This design comes from an exercise in tuning for small area on the open sky130 flow, not from production work.
Only simulation tests tie the RTL to the original design; equivalence was not proved.
Power and IR drop assume default switching activity.

--- design.v ---
module svm_decoder (
    input  wire [31:0] inst,        
    output wire        compressed,  
    output reg         illegal,     
    output reg  [3:0]  alu_op,
    output reg  [4:0]  ra_sel,      
    output reg  [4:0]  rb_sel,      
    output reg  [4:0]  rd_sel,      
    output reg  [31:0] imm,
    output reg         use_imm,     
    output reg         writes_rd,   
    output reg         is_load,
    output reg         is_store,
    output reg         is_branch,
    output reg  [2:0]  br_cond,
    output reg         is_call,
    output reg         is_break,
    output reg  [15:0] sys_num
);
    localparam ALU_ADD  = 4'd0, ALU_SUB = 4'd1, ALU_AND = 4'd2, ALU_OR  = 4'd3,
               ALU_XOR  = 4'd4, ALU_SLL = 4'd5, ALU_SRL = 4'd6, ALU_SRA = 4'd7,
               ALU_PASS = 4'd8;
    localparam BR_EZ = 3'd0, BR_NZ = 3'd1, BR_EQ = 3'd2, BR_NE = 3'd3,
               BR_LT = 3'd4, BR_GE = 3'd5, BR_LTU = 3'd6, BR_GEU = 3'd7;
    wire [5:0] opcode = inst[5:0];
    wire [4:0] pair   = opcode[5:1];    
    assign compressed = opcode[0];
    wire [31:0] imm16_s = {{16{inst[31]}}, inst[31:16]};
    wire [31:0] imm16_u = {16'b0, inst[31:16]};
    wire [31:0] imm7_s  = {{25{inst[15]}}, inst[15:9]};
    wire [31:0] imm7_u  = {25'b0, inst[15:9]};
    wire [31:0] imm4_s  = {{28{inst[15]}}, inst[15:12]};
    always @(*) begin
        illegal   = 1'b0;
        alu_op    = ALU_ADD;
        ra_sel    = 5'd0;
        rb_sel    = 5'd0;
        rd_sel    = 5'd0;
        imm       = 32'b0;
        use_imm   = 1'b0;
        writes_rd = 1'b0;
        is_load   = 1'b0;
        is_store  = 1'b0;
        is_branch = 1'b0;
        br_cond   = BR_EZ;
        is_call   = 1'b0;
        is_break  = 1'b0;
        sys_num   = 16'b0;
        case (pair)
            5'd1, 5'd9:   alu_op = ALU_ADD;
            5'd2, 5'd10:  alu_op = ALU_SUB;
            5'd3, 5'd11:  alu_op = ALU_AND;
            5'd4, 5'd12:  alu_op = ALU_OR;
            5'd5, 5'd13:  alu_op = ALU_XOR;
            5'd6, 5'd14:  alu_op = ALU_SLL;
            5'd7, 5'd15:  alu_op = ALU_SRL;
            5'd8, 5'd16:  alu_op = ALU_SRA;
            default:      alu_op = ALU_PASS;
        endcase
        if (!compressed) begin
            case (pair)
                5'd0, 5'd31: illegal = 1'b1;
                5'd1, 5'd2, 5'd3, 5'd4, 5'd5, 5'd6, 5'd7, 5'd8: begin   
                    writes_rd = 1'b1;
                    rd_sel = inst[10:6];
                    ra_sel = inst[15:11];
                    rb_sel = inst[20:16];
                end
                5'd9, 5'd10, 5'd11, 5'd12, 5'd13, 5'd14, 5'd15, 5'd16, 5'd17: begin  
                    writes_rd = 1'b1;
                    rd_sel  = inst[10:6];
                    ra_sel  = inst[15:11];
                    imm     = imm16_s;
                    use_imm = 1'b1;
                end
                5'd18: begin   
                    writes_rd = 1'b1;
                    rd_sel  = inst[10:6];
                    imm     = {inst[31:16], 16'b0};
                    use_imm = 1'b1;
                end
                5'd19: begin   
                    is_load = 1'b1;
                    rd_sel  = inst[10:6];
                    ra_sel  = inst[15:11];
                    imm     = imm16_s;
                end
                5'd20: begin   
                    is_store = 1'b1;
                    rb_sel   = inst[10:6];
                    ra_sel   = inst[15:11];
                    imm      = imm16_s;
                end
                5'd21, 5'd22, 5'd23, 5'd24, 5'd25, 5'd26, 5'd27, 5'd28: begin  
                    is_branch = 1'b1;
                    ra_sel    = inst[10:6];
                    rb_sel    = inst[15:11];
                    imm       = imm16_s;
                    case (pair)
                        5'd21: br_cond = BR_EZ;
                        5'd22: br_cond = BR_NZ;
                        5'd23: br_cond = BR_EQ;
                        5'd24: br_cond = BR_NE;
                        5'd25: br_cond = BR_LT;
                        5'd26: br_cond = BR_GE;
                        5'd27: br_cond = BR_LTU;
                        default: br_cond = BR_GEU;
                    endcase
                end
                5'd29: begin   
                    is_call = 1'b1;
                    sys_num = imm16_u[15:0];
                end
                default: begin  
                    is_break = 1'b1;
                end
            endcase
        end else begin
            case (pair)
                5'd0, 5'd1, 5'd2, 5'd3, 5'd4, 5'd5, 5'd6, 5'd7, 5'd8: begin  
                    writes_rd = 1'b1;
                    rd_sel = inst[10:6];
                    ra_sel = inst[10:6];
                    rb_sel = inst[15:11];
                end
                5'd9, 5'd10, 5'd11, 5'd12, 5'd13, 5'd14, 5'd15, 5'd16, 5'd17: begin  
                    writes_rd = 1'b1;
                    rd_sel  = {2'b0, inst[8:6]};
                    ra_sel  = {2'b0, inst[8:6]};
                    imm     = imm7_s;
                    use_imm = 1'b1;
                end
                5'd18: begin   
                    writes_rd = 1'b1;
                    rd_sel  = {2'b0, inst[8:6]};
                    imm     = {9'b0, inst[15:9], 16'b0};
                    use_imm = 1'b1;
                end
                5'd19: begin   
                    is_load = 1'b1;
                    rd_sel  = {2'b0, inst[8:6]};
                    ra_sel  = {2'b0, inst[11:9]};
                    imm     = imm4_s;
                end
                5'd20: begin   
                    is_store = 1'b1;
                    rb_sel   = {2'b0, inst[8:6]};
                    ra_sel   = {2'b0, inst[11:9]};
                    imm      = imm4_s;
                end
                5'd21, 5'd22: begin  
                    is_branch = 1'b1;
                    ra_sel    = {2'b0, inst[8:6]};
                    imm       = imm4_s;
                    br_cond   = (pair == 5'd21) ? BR_EZ : BR_NZ;
                end
                5'd29: begin   
                    is_call = 1'b1;
                    sys_num = imm7_u[15:0];
                end
                5'd30: begin   
                    is_break = 1'b1;
                end
                default: illegal = 1'b1;  
            endcase
        end
    end
endmodule
module svm_alu (
    input  wire [3:0]  op,
    input  wire [31:0] a,
    input  wire [31:0] b,
    output reg  [31:0] y
);
    wire [4:0] sh = b[4:0];
    always @(*) begin
        case (op)
            4'd0:    y = a + b;
            4'd1:    y = a - b;
            4'd2:    y = a & b;
            4'd3:    y = a | b;
            4'd4:    y = a ^ b;
            4'd5:    y = a << sh;
            4'd6:    y = a >> sh;
            4'd7:    y = $signed(a) >>> sh;
            default: y = b;
        endcase
    end
endmodule
module svm_branch_unit (
    input  wire [2:0]  cond,
    input  wire [31:0] a,
    input  wire [31:0] b,
    output reg         taken
);
    always @(*) begin
        case (cond)
            3'd0:    taken = (a == 32'b0);
            3'd1:    taken = (a != 32'b0);
            3'd2:    taken = (a == b);
            3'd3:    taken = (a != b);
            3'd4:    taken = ($signed(a) <  $signed(b));
            3'd5:    taken = ($signed(a) >= $signed(b));
            3'd6:    taken = (a <  b);
            default: taken = (a >= b);
        endcase
    end
endmodule
module svm_core (
    input  wire        clk,
    input  wire        rst,           
    input  wire [31:0] entry,         
    input  wire [1:0]  break_mode,    
    output wire        mem_req,
    output wire        mem_we,
    output wire [31:0] mem_addr,
    output wire [31:0] mem_wdata,
    input  wire        mem_ack,
    input  wire [31:0] mem_rdata,
    output wire        sys_req,
    output wire [2:0]  sys_n,
    output wire [31:0] sys_a0,
    output wire [31:0] sys_a1,
    output wire [31:0] sys_a2,
    output wire [31:0] sys_a3,
    input  wire        sys_ack,
    input  wire [31:0] sys_result,
    output wire        brk_valid,
    output wire [31:0] brk_addr,
    output wire [2:0]  status,
    output wire [31:0] trap_addr,
    output wire [31:0] trap_info,
    input  wire [4:0]  dbg_sel,
    output wire [31:0] dbg_data
);
    localparam S_FETCH0 = 3'd0, S_FETCH1 = 3'd1, S_EXEC = 3'd2,
               S_MEM    = 3'd3, S_SYS    = 3'd4, S_HALT = 3'd5;
    localparam ST_RUN = 3'd0, ST_DECODE = 3'd1, ST_MEMORY = 3'd3,
               ST_SYSCALL = 3'd4, ST_BREAK = 3'd5, ST_EXIT = 3'd6;
    localparam ACC_FETCH = 32'd0, ACC_LOAD = 32'd1, ACC_STORE = 32'd2, ACC_SYSCALL = 32'd3;
    reg  [2:0]  state;
    reg  [31:0] pc;
    reg  [31:0] sp;
    reg  [31:0] gpr [2:31];
    reg  [15:0] ir_lo, ir_hi;
    reg  [31:0] ea_r;
    reg  [2:0]  status_r;
    reg  [31:0] trap_addr_r;
    reg  [31:0] trap_info_r;
    function [31:0] read_reg(input [4:0] idx);
        begin
            if (idx == 5'd0)      read_reg = pc;
            else if (idx == 5'd1) read_reg = sp;
            else                  read_reg = gpr[idx];
        end
    endfunction
    wire [31:0] inst = {ir_hi, ir_lo};
    wire        compressed, illegal, use_imm, writes_rd;
    wire        is_load, is_store, is_branch, is_call, is_break;
    wire [3:0]  alu_op;
    wire [4:0]  ra_sel, rb_sel, rd_sel;
    wire [31:0] imm;
    wire [2:0]  br_cond;
    wire [15:0] sys_num;
    svm_decoder u_dec (
        .inst(inst), .compressed(compressed), .illegal(illegal), .alu_op(alu_op),
        .ra_sel(ra_sel), .rb_sel(rb_sel), .rd_sel(rd_sel), .imm(imm),
        .use_imm(use_imm), .writes_rd(writes_rd), .is_load(is_load),
        .is_store(is_store), .is_branch(is_branch), .br_cond(br_cond),
        .is_call(is_call), .is_break(is_break), .sys_num(sys_num)
    );
    wire [31:0] ilen     = compressed ? 32'd2 : 32'd4;
    wire [31:0] pc_seq   = pc + ilen;
    wire [31:0] inst_all = compressed ? {16'b0, ir_lo} : inst;
    wire [31:0] rs_a = read_reg(ra_sel);
    wire [31:0] rs_b = read_reg(rb_sel);
    wire [31:0] x4 = gpr[4], x5 = gpr[5], x6 = gpr[6], x7 = gpr[7];
    wire [31:0] alu_y;
    svm_alu u_alu (.op(alu_op), .a(rs_a), .b(use_imm ? imm : rs_b), .y(alu_y));
    wire taken;
    svm_branch_unit u_br (.cond(br_cond), .a(rs_a), .b(rs_b), .taken(taken));
    wire [31:0] ea        = rs_a + imm;
    wire        ea_fault  = (ea > 32'hfffffffc);
    reg  [31:0] buf_ptr, buf_len;
    always @(*) begin
        case (sys_num[2:0])
            3'd1, 3'd2: begin buf_ptr = x5; buf_len = x6; end
            3'd3, 3'd5: begin buf_ptr = x4; buf_len = x5; end
            default:    begin buf_ptr = 32'b0; buf_len = 32'b0; end
        endcase
    end
    wire [32:0] buf_end   = {1'b0, buf_ptr} + {1'b0, buf_len};
    wire        buf_fault = (buf_len != 32'b0) && (buf_end > 33'h1_0000_0000);
    reg         rf_we;
    reg  [4:0]  rf_waddr;
    reg  [31:0] rf_wdata;
    always @(*) begin
        rf_we    = 1'b0;
        rf_waddr = rd_sel;
        rf_wdata = alu_y;
        if (state == S_EXEC && !illegal && writes_rd) begin
            rf_we = (rd_sel != 5'd0);
        end else if (state == S_MEM && mem_ack && is_load) begin
            rf_we    = (rd_sel != 5'd0);
            rf_wdata = mem_rdata;
        end else if (state == S_SYS && sys_ack) begin
            rf_we    = 1'b1;
            rf_waddr = 5'd3;
            rf_wdata = sys_result;
        end
    end
    always @(posedge clk) begin
        if (rst)
            sp <= 32'hfffffffc;
        else if (rf_we && rf_waddr == 5'd1)
            sp <= rf_wdata;
    end
    always @(posedge clk) begin
        if (!rst && rf_we && rf_waddr[4:1] != 4'd0)
            gpr[rf_waddr] <= rf_wdata;
    end
    always @(posedge clk) begin
        if (rst) begin
            state       <= S_FETCH0;
            pc          <= entry;
            status_r    <= ST_RUN;
            trap_addr_r <= 32'b0;
            trap_info_r <= 32'b0;
            ir_lo       <= 16'b0;
            ir_hi       <= 16'b0;
            ea_r        <= 32'b0;
        end else begin
            case (state)
                S_FETCH0: begin
                    if (pc == 32'hffffffff) begin
                        state       <= S_HALT;
                        status_r    <= ST_MEMORY;
                        trap_addr_r <= pc;
                        trap_info_r <= ACC_FETCH;
                    end else if (mem_ack) begin
                        ir_lo <= mem_rdata[15:0];
                        ir_hi <= 16'b0;
                        if (mem_rdata[0]) begin
                            state <= S_EXEC;
                        end else if (pc > 32'hfffffffc) begin
                            state       <= S_HALT;
                            status_r    <= ST_MEMORY;
                            trap_addr_r <= pc + 32'd2;
                            trap_info_r <= ACC_FETCH;
                        end else begin
                            state <= S_FETCH1;
                        end
                    end
                end
                S_FETCH1: begin
                    if (mem_ack) begin
                        ir_hi <= mem_rdata[15:0];
                        state <= S_EXEC;
                    end
                end
                S_EXEC: begin
                    if (illegal) begin
                        state       <= S_HALT;
                        status_r    <= ST_DECODE;
                        trap_addr_r <= pc;
                        trap_info_r <= inst_all;
                    end else if (writes_rd) begin
                        pc    <= (rd_sel == 5'd0) ? alu_y : pc_seq;
                        state <= S_FETCH0;
                    end else if (is_branch) begin
                        pc    <= taken ? pc + imm : pc_seq;
                        state <= S_FETCH0;
                    end else if (is_load || is_store) begin
                        if (ea_fault) begin
                            state       <= S_HALT;
                            status_r    <= ST_MEMORY;
                            trap_addr_r <= ea;
                            trap_info_r <= is_load ? ACC_LOAD : ACC_STORE;
                        end else begin
                            ea_r  <= ea;
                            state <= S_MEM;
                        end
                    end else if (is_call) begin
                        if (sys_num > 16'd5) begin
                            state       <= S_HALT;
                            status_r    <= ST_SYSCALL;
                            trap_addr_r <= pc;
                            trap_info_r <= {16'b0, sys_num};
                        end else if (sys_num == 16'd0) begin
                            state       <= S_HALT;
                            status_r    <= ST_EXIT;
                            trap_addr_r <= pc;
                            trap_info_r <= x4;
                        end else if (buf_fault) begin
                            state       <= S_HALT;
                            status_r    <= ST_MEMORY;
                            trap_addr_r <= buf_ptr;
                            trap_info_r <= ACC_SYSCALL;
                        end else begin
                            state <= S_SYS;
                        end
                    end else begin
                        pc <= pc_seq;
                        if (break_mode[1]) begin
                            state       <= S_HALT;
                            status_r    <= ST_BREAK;
                            trap_addr_r <= pc;
                            trap_info_r <= 32'b0;
                        end else begin
                            state <= S_FETCH0;
                        end
                    end
                end
                S_MEM: begin
                    if (mem_ack) begin
                        pc    <= (is_load && rd_sel == 5'd0) ? mem_rdata : pc_seq;
                        state <= S_FETCH0;
                    end
                end
                S_SYS: begin
                    if (sys_ack) begin
                        pc    <= pc_seq;
                        state <= S_FETCH0;
                    end
                end
                default: state <= S_HALT;
            endcase
        end
    end
    assign mem_req   = (state == S_FETCH0 && pc != 32'hffffffff) ||
                       (state == S_FETCH1) || (state == S_MEM);
    assign mem_we    = (state == S_MEM) && is_store;
    assign mem_addr  = (state == S_FETCH0) ? pc :
                       (state == S_FETCH1) ? pc + 32'd2 : ea_r;
    assign mem_wdata = rs_b;
    assign sys_req = (state == S_SYS);
    assign sys_n   = sys_num[2:0];
    assign sys_a0  = x4;
    assign sys_a1  = x5;
    assign sys_a2  = x6;
    assign sys_a3  = x7;
    assign brk_valid = (state == S_EXEC) && !illegal && is_break && (break_mode != 2'd0);
    assign brk_addr  = pc;
    assign status    = status_r;
    assign trap_addr = trap_addr_r;
    assign trap_info = trap_info_r;
    assign dbg_data  = read_reg(dbg_sel);
endmodule
--- run.sh ---
#!/bin/bash
# synth_recipe.tcl (not shown) runs the flow's synth.tcl, then flattens the netlist and writes it again
# the make line also repeats each setting of config.mk as NAME=value (left out here)
make -C /OpenROAD-flow-scripts/flow DESIGN_CONFIG=/design/flow/config.mk WORK_HOME=/design/flow/orfs CLKGATE_MAP_FILE= SYNTH_SCRIPT=/design/flow/synth_recipe.tcl finish
--- config.mk ---
export PLATFORM = sky130hd
export DESIGN_NAME = svm_core
export DESIGN_NICKNAME = svm_core
export VERILOG_FILES = /design/flow/design.v
export SDC_FILE = /design/flow/constraint.sdc
export NUM_CORES = 8
export LEC_CHECK = 0
export CAP_MARGIN = 20
export CORE_MARGIN = 2
export CORE_UTILIZATION = 30
export SLEW_MARGIN = 20
--- constraint.sdc ---
create_clock -name core_clock -period 20.0 [get_ports {clk}]
set_input_delay 4.0000 -clock core_clock [delete_from_list [all_inputs] [get_ports {clk}]]
set_output_delay 4.0000 -clock core_clock [all_outputs]
set_load 0.01 [all_outputs]
==> summary.txt <==
==> worst min-delay path: cells and delay by family (launching register included) <==
kind,cells,cell delay (ns)
AND/OR/NAND/NOR,1,0.06
flip-flops,1,0.30
AO/OA/AOI/OAI,1,0.05
==> flip-flops by register name (all words and copies together) (netlist names) <==
register / cells
ir_hi: 16
ir_lo: 16
state: 3
ea_r: 32
trap_info_r: 32
pc: 32
gpr: 1023
sp: 32
status_r: 3
u_alu.op: 4
trap_addr_r: 32
==> worst min-delay path by stage <==
stage,start,end,cells after the start
detailed placement,trap_addr_r[27],trap_addr_r[27],2
global route,trap_addr_r[27],trap_addr_r[27],2
CTS,trap_addr_r[27],trap_addr_r[27],2
finish,trap_addr_r[16],trap_addr_r[16],2
global placement,trap_addr_r[27],trap_addr_r[27],2
floorplan,ea_r[0],ea_r[0],2
==> final cells by class <==
cell class                      count  area [sq um]
Antenna cell                       59           148
Sequential cell                  1225         35100
Multi-Input combinational cell   7070         51100
Timing Repair Buffer              916          8260
Tap cell                         3919          4900
Inverter                          189           709
Clock buffer                      173          3830
Fill cell                       29300        189000
Clock inverter                     93          1360
==> report_power, final <==
group / switching, uW / internal, uW
combinational: 4840 / 1750
clock: 1260 / 1710
sequential: 91.1 / 3370
==> per-layer routing <==
| metal | vias up | track usage (%) |
|---|---|---|
| li1 | 36400 | - |
| met1 | 47000 | 45.5 |
| met2 | 9704 | 53.8 |
| met3 | 2678 | 17.2 |
| met4 | 60 | 34.9 |
| met5 | - | 1.11 |
==> layout by cell type (no fill, tap or decap), drive strengths merged, types with 63 or more instances in the layout <==
master         count
nor2             549
nand2           1479
nand3            475
a21oi            432
conb              63
o21a              68
and3             153
a31oi            172
o221ai            73
o21ai            474
mux2i            431
xnor2            107
a211oi           163
dfxtp            170
nand4            103
inv              188
a22o              89
xor2              68
a22oi             78
buf              484
a21o              64
clkdlybuf4s50    430
nor4              67
nor3             137
ha               237
o211ai           144
o22ai            101
edfxtp          1055
clkbuf           175
mux4             365
a32oi            125
==> cells by family (layout without fill, tap and decap cells) <==
| group | count (synthesis) | in the layout | synth area share, % |
|---|---|---|---|
| DFF | 1225 | 1225 | 39.5 |
| AOI/OAI and AO/OA | 2528 | 2528 | 19.9 |
| other | 1 | 122 | 0.00422 |
| and+or+nand+nor | 3224 | 3224 | 16.4 |
| buffers and inverters | 953 | 1371 | 4.37 |
| xor gates and xnor gates | 175 | 175 | 1.73 |
| muxes | 838 | 838 | 14.6 |
| adders and majority gates | 242 | 242 | 3.45 |
==> stage by stage <==
step           hold WS (ns)  instances
6_report              0.458      13600
4_1_cts               0.456      13600
5_1_grt               0.472      13600
3_3_place_gp          0.445      13300
2_1_floorplan         0.460       9248
3_5_place_dp          0.450      13300
==> qor.csv <==
stage,metric,value,unit
outcome,status,timing/DRC/antenna clean,
setup_path,Worst setup EP type,output pin,
die,starting density of the core,30.2,%
setup_path,Worst Path Arrival,10.10,ns
synthesis,top cell type's share of synthesized area,35.7,%
clock_tree,Max H-tree Level,4,
synthesis,Synth Warn #,4,
setup_path,CP Buf/Inv Count,6,
setup_path,stages on the worst setup path,11,
worst_hold_path,Hold Crit Class,flip-flop to flip-flop,
finish,Layout area overhead,18.6,%
timing,worst rel slew slack,6.76,%
clock_tree,Sink Count,1225,
routing,WL met2,242,mm
routing,routed wire length,613,mm
power,P per Cell Area,124,mW/mm^2
die,Horiz. Die Dim,548,microns
grt,vias in the first global route,86400,
setup_path,critical path's slowest cell,buf_4,
die,core area,0.294,sq mm
setup_path,CP Data Required Time,16.00,ns
timing,Slew Limit Fails,0,
setup_path,nature of the critical path startpoint,input pin,
timing,Peak Freq,70.9,MHz
synthesis,"FF+latch count, synth",1225,
setup_path,FF-to-FF Start,ir_lo[3],
routing,Initial DRC Count,18200,
synthesis,Post-Synthesis Cells,9186,
timing,unrepaired setup endpoints after global routing,false,
clock_tree,clk root buf,clkbuf_16,
timing,final hold vios,0,
power,total power draw,13000,uW
setup_path,crit path from,dbg_sel[0],
timing,Period minus WS final,14.10,ns
setup_path,Worst Setup EP,dbg_data[12],
die,Die Y,548,microns
power,maximum vdd drop,0.101,mV
routing,drt drc,0,
finish,final core occ,35.8,%
grt,first-pass GRT wire length,801,mm
synthesis,largest area contributor in the netlist,edfxtp_1,
finish,share of cells above drive strength 1,14.0,%
die,I/O pin total,437,
finish,fin nets,9897,
place,RePlAce Congestion,1.06,
power,Pleak,0.0360,uW
clock_tree,Worst-Skew Late Latency,0.88,ns
setup_path,worst-path cell chain,buf_8 -> buf_4 -> buf_4 -> buf_4 -> mux4_2 -> mux4_2 -> a22o_1 -> a21oi_1 -> o21ai_0 -> buf_4 -> clkdlybuf4s50_1,
grt,GRT Residual Overflow,0,
synthesis,Synth Area per Inst,9.67,sq um
place,area post-placement,0.0998,sq mm
finish,final instance area,0.105,sq mm
routing,Max Used Layer,met5,
routing,drt wl/cell,44.9,microns
synthesis,Synth Cell Area,0.0888,sq mm
timing,TNS Setup,0,ns
synthesis,"count leader, synth",nand2_1,
setup_path,RR Endpoint,gpr[23][31],
grt,initial antenna violation count,91,
clock_tree,hold buffers post-CTS,0,
clock_tree,clk slew on worst S/H paths,0.05,ns
setup_path,crit-path leading delay family,buffers and inverters,
place,DP HPWL,424,mm
setup_path,CP dominant cell by count,buf_4,
die,Die Area,0.300,sq mm
timing,clk_skew,0.0814,ns
setup_path,Crit Path Class,input pin to output pin,
setup_path,crit-path max cell delay,0.84,ns
routing,DR vias,95800,
place,port bufs,436,
setup_path,worst r2r path cells,33,
routing,wl on met1,209,mm
timing,Final WS setup,5.90,ns
place,"worst slack, placed",6.08,ns
synthesis,sequential fraction of the synthesis area,39.5,%
timing,period utilisation layout,70.5,%
timing,worst-margin pin slew,1.40,ns
grt,Total GRT Usage,39.1,%
routing,Routed Antenna Nets,0,
clock_tree,CTS max path bufs,3,
grt,pin count of the biggest net entering global routing,160,
run,total of max-cap violations,0,
die,num rows,199,
routing,first drt pass iteration count,8,
setup_path,r2r setup slk,7.00,ns
timing,final setup vio count,0,
setup_path,Worst Path Max Fanout,69,
synthesis,number of distinct library cells after synthesis,113,
clock_tree,CTS tree,done,
routing,Routed met3 length,94.0,mm
clock_tree,# resized after CTS,0,
synthesis,Main synth FF type,edfxtp_1,
synthesis,Post-synth top cells,"1476 x nand2_1, 1055 x edfxtp_1, 546 x nor2_1",
clock_tree,Num CTS Buffers,146,
routing,Via density,7.02,
clock_tree,"Setup Fix Bufs, Post-CTS",0,
synthesis,fraction of registers with async set/reset,0,%
synthesis,Post-synth EDFFs,1055,
synthesis,leading post-synthesis cells by cell area,"edfxtp_1 36%, mux4_2 9.3%, nand2_1 6.2%",

## port drivers added, routing unchanged
How much do the figures lean on ideal ports? The routed layout below was timed once more, with nothing changed but the port constraints. Step 1 (the two cells are an assumption about what drives the block):
set clk [get_ports {clk}]
set_driving_cell -lib_cell sky130_fd_sc_hd__clkbuf_16 $clk
set_driving_cell -lib_cell sky130_fd_sc_hd__buf_2 [delete_from_list [all_inputs] $clk]
Step 2 adds t to the input delays and takes it off the output delays; t is the mean of the earliest and latest rising clock arrival at the registers after step 1. Input paths then give back, and output paths get back, about the clock's delay inside the block. a / b / c = no drivers / after step 1 / after step 2; a / b = the first two.
shift t [ns]: 0.952
setup WS [ns]: 5.902 / 5.855 / 5.855
worst slew at a driven data input, ns: 0.09
pins driven straight from the clock port: 1
After both steps setup and hold are still met in this run. The setup slack of this run moves by -0.047 ns with the drivers and by -0.047 ns with both steps.
